Background: an optimization exercise with open tools, aiming at small area, a short achievable clock period and few clock cycles. Do not read the settings as production practice.
In this exercise RTL edits were held to simulation tests only and were not proved equivalent to the original.
Power figures rest on the tool's default switching activity, not on a simulated workload.

## run 1
==> flow/design.v <==
module vlq_codec (
    input  wire         clk,
    input  wire         rst,
    input  wire         req_valid,
    output wire         req_ready,
    input  wire [4:0]   req_op,
    input  wire [127:0] req_value,
    input  wire [127:0] req_acc,
    input  wire [31:0]  req_cap,
    input  wire [31:0]  req_len,
    output wire         rsp_valid,
    output wire [31:0]  rsp_count,
    output wire [127:0] rsp_acc,
    output wire         rsp_term,
    output wire [1:0]   rsp_status,
    output wire         mem_valid,
    output wire         mem_we,
    output wire [31:0]  mem_addr,
    output wire [7:0]   mem_wdata,
    input  wire         mem_ready,
    input  wire [7:0]   mem_rdata
);
    localparam [1:0] F_SIZE = 2'd0, F_ENC = 2'd1, F_DEC = 2'd2;
    localparam [1:0] W_32 = 2'd0, W_64 = 2'd1, W_128 = 2'd2;
    localparam [1:0] ST_OK = 2'd0, ST_NOCAP = 2'd1, ST_INCOMPLETE = 2'd2,
                     ST_ILLEGAL = 2'd3;
    reg         sz_q, wr_q, rd_q, rsp_q, mv_q, rdy_q;
    reg         size_q;          
    reg [1:0]   width_q;
    reg         orient_r_q;      
    reg [127:0] x_q;             
    reg [31:0]  c_q;             
    reg [31:0]  rem_q;           
    reg [7:0]   wd_q;            
    reg         term_q;
    reg [1:0]   status_q;
    wire [1:0] req_width  = req_op[4:3];
    wire       req_orient = req_op[2];
    wire [1:0] req_func   = req_op[1:0];
    wire       req_illegal = (req_width == 2'b11) || (req_func == 2'b11);
    reg  [18:0] nz_r32, nz_r64, nz_r128, nz_l32, nz_l64, nz_l128, nz;
    reg  [18:0] nz_q;
    integer g;
    always @(*) begin
        nz_r32 = 19'd0; nz_r64 = 19'd0; nz_r128 = 19'd0;
        nz_l32 = 19'd0; nz_l64 = 19'd0; nz_l128 = 19'd0;
        for (g = 0; g < 18; g = g + 1) nz_r128[g] = |req_value[7*g +: 7];
        nz_r128[18] = |req_value[127:126];
        for (g = 0; g < 9; g = g + 1)  nz_r64[g]  = |req_value[7*g +: 7];
        nz_r64[9] = req_value[63];
        for (g = 0; g < 4; g = g + 1)  nz_r32[g]  = |req_value[7*g +: 7];
        nz_r32[4] = |req_value[31:28];
        for (g = 0; g < 4; g = g + 1)  nz_l32[g]  = |req_value[31 - 7*g -: 7];
        nz_l32[4] = |req_value[3:0];
        for (g = 0; g < 9; g = g + 1)  nz_l64[g]  = |req_value[63 - 7*g -: 7];
        nz_l64[9] = req_value[0];
        for (g = 0; g < 18; g = g + 1) nz_l128[g] = |req_value[127 - 7*g -: 7];
        nz_l128[18] = |req_value[1:0];
        case ({req_width, req_orient})
            3'b001:  nz = nz_r32;
            3'b011:  nz = nz_r64;
            3'b000:  nz = nz_l32;
            3'b010:  nz = nz_l64;
            3'b100:  nz = nz_l128;
            default: nz = nz_r128;
        endcase
    end
    reg [4:0] sz_n, sz_m;
    reg       cap_lt;
    always @(*) begin
        sz_n = 5'd1;
        sz_m = 5'd0;
        cap_lt = 1'b0;
        for (g = 0; g < 19; g = g + 1) begin
            if (nz_q[g] || g == 0) begin
                sz_n = g + 1;
                sz_m = g;
            end
            if ((nz_q[g] || g == 0) && rem_q[4:0] <= g)
                cap_lt = 1'b1;
        end
    end
    wire cap_short = rem_q[5] && cap_lt;
    reg [6:0] grp0;
    always @(*) begin
        if (orient_r_q)
            grp0 = x_q[6:0];
        else case (width_q)
            W_32:    grp0 = x_q[31:25];
            W_64:    grp0 = x_q[63:57];
            default: grp0 = x_q[127:121];
        endcase
    end
    wire [6:0] b = rd_q ? mem_rdata[6:0] : 7'd0;
    wire shift_up = rd_q ? orient_r_q : ~orient_r_q;
    wire last_write = (c_q[4:0] == 5'd0);
    wire last_read  = (rem_q == 32'd1);
    wire accept = req_valid && rdy_q;
    wire adv    = mv_q && mem_ready;
    wire fin    = adv && (wr_q ? last_write : (!mem_rdata[7] || last_read));
    wire enc_go = !size_q && !cap_short;     
    always @(posedge clk) begin
        if (rst) begin
            sz_q  <= 1'b0;
            wr_q  <= 1'b0;
            rd_q  <= 1'b0;
            rsp_q <= 1'b0;
            mv_q  <= 1'b0;
            rdy_q <= 1'b1;
        end else if (accept) begin
            sz_q  <= !req_illegal && !req_func[1];
            wr_q  <= 1'b0;
            rd_q  <= !req_illegal && req_func == F_DEC && req_len != 32'd0;
            rsp_q <= req_illegal || (req_func == F_DEC && req_len == 32'd0);
            mv_q  <= !req_illegal && req_func == F_DEC && req_len != 32'd0;
            rdy_q <= req_illegal || (req_func == F_DEC && req_len == 32'd0);
        end else if (sz_q) begin
            sz_q  <= 1'b0;
            wr_q  <= enc_go;
            mv_q  <= enc_go;
            rsp_q <= !enc_go;
            rdy_q <= !enc_go;
        end else if (fin) begin
            wr_q  <= 1'b0;
            rd_q  <= 1'b0;
            mv_q  <= 1'b0;
            rsp_q <= 1'b1;
            rdy_q <= 1'b1;
        end else if (rsp_q) begin
            rsp_q <= 1'b0;
        end
    end
    always @(posedge clk)
        nz_q <= nz;
    always @(posedge clk) begin
        if (rdy_q) begin
            width_q    <= req_width;
            orient_r_q <= req_orient;
            size_q     <= !req_func[0];
            rem_q      <= (req_func == F_DEC) ? req_len :
                          {req_len[31:6], req_cap[31:5] == 27'd0, req_cap[4:0]};
            term_q     <= 1'b0;
            c_q        <= 32'd0;
            status_q   <= req_illegal ? ST_ILLEGAL : ST_INCOMPLETE;
        end else if (sz_q) begin
            wd_q       <= {1'b0, grp0};
            rem_q      <= {27'd0, sz_n};
            c_q        <= size_q ? {27'd0, sz_n} : cap_short ? 32'd0 : {27'd0, sz_m};
            status_q   <= (!size_q && cap_short) ? ST_NOCAP : ST_OK;
        end else if (adv) begin
            if (wr_q) begin
                wd_q <= {1'b1, grp0};
                c_q  <= last_write ? rem_q : {27'd0, c_q[4:0] - 5'd1};
            end else begin
                c_q   <= c_q + 32'd1;
                rem_q <= rem_q - 32'd1;
                if (!mem_rdata[7]) begin
                    term_q   <= 1'b1;
                    status_q <= ST_OK;
                end
            end
        end
    end
    wire ld_acc  = req_illegal || req_func == F_DEC;
    wire ld_val  = rdy_q && !ld_acc;
    wire ld_a0   = rdy_q && ld_acc;                              
    wire ld_a1   = ld_a0 && (req_illegal || req_width != W_32);   
    wire ld_a2   = ld_a0 && (req_illegal || req_width[1]);       
    wire sh      = adv || sz_q;          
    wire sh_up   = sh && shift_up;
    wire sh_dn   = sh && !shift_up;
    wire w32     = (width_q == W_32);
    wire w128    = width_q[1];
    wire hold    = !rdy_q && !adv && !sz_q;
    wire [127:0] sel_ld_acc = {{64{ld_a2}}, {32{ld_a1}}, {32{ld_a0}}};
    wire [127:0] sel_up = {{64{sh_up && w128}}, {32{sh_up && !w32}}, {32{sh_up}}};
    wire [127:0] sel_dn = {7'd0, {57{sh_dn && w128}}, {7{sh_dn && w128}},
                           {25{sh_dn && !w32}}, {7{sh_dn && !w32}}, {25{sh_dn}}};
    wire [127:0] sel_b  = {{7{sh_dn && w128}}, 57'd0, {7{sh_dn && !w32 && !w128}},
                           25'd0, {7{sh_dn && w32}}, 25'd0};
    always @(posedge clk) begin
        x_q <= ({128{ld_val}} & req_value)
             | (sel_ld_acc & req_acc)
             | (sel_up & {x_q[120:0], b})
             | (sel_dn & {7'd0, x_q[127:7]})
             | (sel_b & {b, 57'd0, b, 25'd0, b, 25'd0})
             | ({128{hold}} & x_q);
    end
    assign req_ready  = rdy_q;
    assign rsp_valid  = rsp_q;
    assign rsp_count  = c_q;
    assign rsp_acc    = x_q;
    assign rsp_term   = term_q;
    assign rsp_status = status_q;
    assign mem_valid  = mv_q;
    assign mem_we     = wr_q;
    assign mem_addr   = c_q;
    assign mem_wdata  = wd_q;
endmodule
Settings: LEC_CHECK=0, CAP_MARGIN=20, CORE_MARGIN=2, CORE_UTILIZATION=40, SETUP_SLACK_MARGIN=5, SLEW_MARGIN=20, TNS_END_PERCENT=100; clock period 8.0 ns.
standard.sh (not shown) runs the stock make flow with config.mk's settings and CLKGATE_MAP_FILE= SYNTH_SCRIPT=/design/flow/synth_recipe.tcl, a recipe that flattens the netlist after the stock synthesis.
==> flow/flow/run.sh <==
#!/bin/bash
# The standard layout, with the port buffers made from the smallest buffer
# cell instead of the one buffer_ports picks by default; the resizer still
# sizes them up where timing or slew calls for it.
set -euo pipefail
export BUFFER_PORTS_ARGS="-buffer_cell sky130_fd_sc_hd__buf_1"
bash standard.sh finish > standard_flow.log 2>&1
Testbench counts of run 1, summed over its fixed seeds: cycles 54,168.
The following lists how run 2 was set up differently from run 1:
- CORE_UTILIZATION changed from 40 to 55
[summary]
Run 2 vs. run 1: worst-skew pair later-pin latency essentially unchanged; cell-internal power fell by 0.091 mW; number of cells upsized or downsized after cts went up by 12%; part of the power in registers higher.
Post-route total power in run 2 is about 2.6% below run 1.
Side by side, non-clock buffer count turned out higher in run 2 than in run 1.
Die extent in x: run 2 vs run 1 down 14%
Status: power attributed to sequential cells parity (run 1, run 2)
Diff run 2..run 1 | area after synthesis | unchanged
Compare run 2 and run 1 | power share of the combinational group higher: run 2
Final cell area: run 2 below run 1
#### Input delta (run 3 over run 2)
- a change of CORE_UTILIZATION from 55 to 40
==> flow/flow/run.sh <==
#!/bin/bash
set -euo pipefail
export BUFFER_PORTS_ARGS="-buffer_cell sky130_fd_sc_hd__buf_1"
bash standard.sh SETUP_SLACK_MARGIN=5.6 finish > standard_flow.log 2>&1
Results
- Run 3: flow completed, timing, DRC and antenna clean
- When the final numbers for run 2 and run 3 were put side by side, the clock tree buffer count of the final layout turned out to be smaller in run 3.
- Run 3 vs run 2, setup slack of the critical path after layout went up by 0.19 ns.
- Run 2 reports its library cell contributing the largest single delay on the critical path as buf_1 while run 3 reports nor2_2.
- Lower clock insertion delay at the later pin of the skew report was reported by run 2, not run 3.
- Run 3 against run 2: minimum period implied by the final worst setup slack went down 0.19 ns, wire length went up 25%.
- Run 3 vs run 2 — number of buffers inserted during clock tree synthesis rose about 12%.
Input changes introduced in run 4 (baseline for comparison: run 3):
- CTS_CLUSTER_DIAMETER now 100, previously not set
- CTS_CLUSTER_SIZE now 22, previously not set
==> flow/flow/run.sh <==
#!/bin/bash
# The standard layout, with the port buffers made from the smallest buffer
# cell instead of the one buffer_ports picks by default; the resizer still
# sizes them up where timing or slew calls for it.
set -euo pipefail
export BUFFER_PORTS_ARGS="-buffer_cell sky130_fd_sc_hd__buf_1"
bash standard.sh finish > standard_flow.log 2>&1
Findings:
Least setup slack across all paths after layout in run 4 is 0.16 ns below run 3. As of run 4, non-clock buffer count had fallen by more than a quarter compared to run 3. No stage failed in run 4, and the final checks on the layout all came back clean. Route | run 4 vs run 3 | wire shorter in run 4.
Edits applied to the flow inputs when going from run 4 to run 5:
==> flow/flow/run.sh <==
#!/bin/bash
set -euo pipefail
export BUFFER_PORTS_ARGS="-buffer_cell sky130_fd_sc_hd__buf_1"
bash standard.sh SETUP_SLACK_MARGIN=5.3 finish > standard_flow.log 2>&1
==> notes.md <==
Per the comparison of run 5 with run 4, detailed-router iteration count before antenna repair went up; sequential power essentially unchanged.
Share of total power in the clock network: run 5 and run 4 compared, lower one is run 5
[compare] base=run 4 new=run 5: post-route clock period utilization -1.3 points, count of vias placed by the detailed router +5.3%, register share of the cell area -1.8 points.

-- separate check: timing with driven ports --
Ports are ideal in the flow. The routed layouts listed here were re-timed in OpenROAD. Step 1: set_driving_cell puts a clkbuf_16 on clk and a buf_2 on each other input, an assumption about the parent block. Step 2 moves the port delays by t, midway between the first and last clock arrival at a register: inputs arrive t later, outputs are due t later. That takes back most of the time a late clock gives input paths. a / b / c = ideal / step 1 / step 2; a / b = the first two.
run | t (ns) | setup slack, ns | worst setup path after step 2 | worst slew at a driven data input, ns
run 1 | 0.599 | 5.021 / 4.967 / 4.456 | input to register | 0.10
run 2 | 0.584 | 4.985 / 4.932 / 4.405 | input to register | 0.16
run 3 | 0.612 | 5.178 / 5.181 / 4.569 | input to register | 0.13
run 4 | 0.550 | 5.015 / 4.969 / 4.488 | input to register | 0.11
run 5 | 0.557 | 5.116 / 5.099 / 4.542 | input to register | 0.13
After both steps setup and hold are still met in every run listed. For run 3, which loses most, drivers alone change the setup slack by +0.003 ns; drivers and shift together by -0.609 ns.
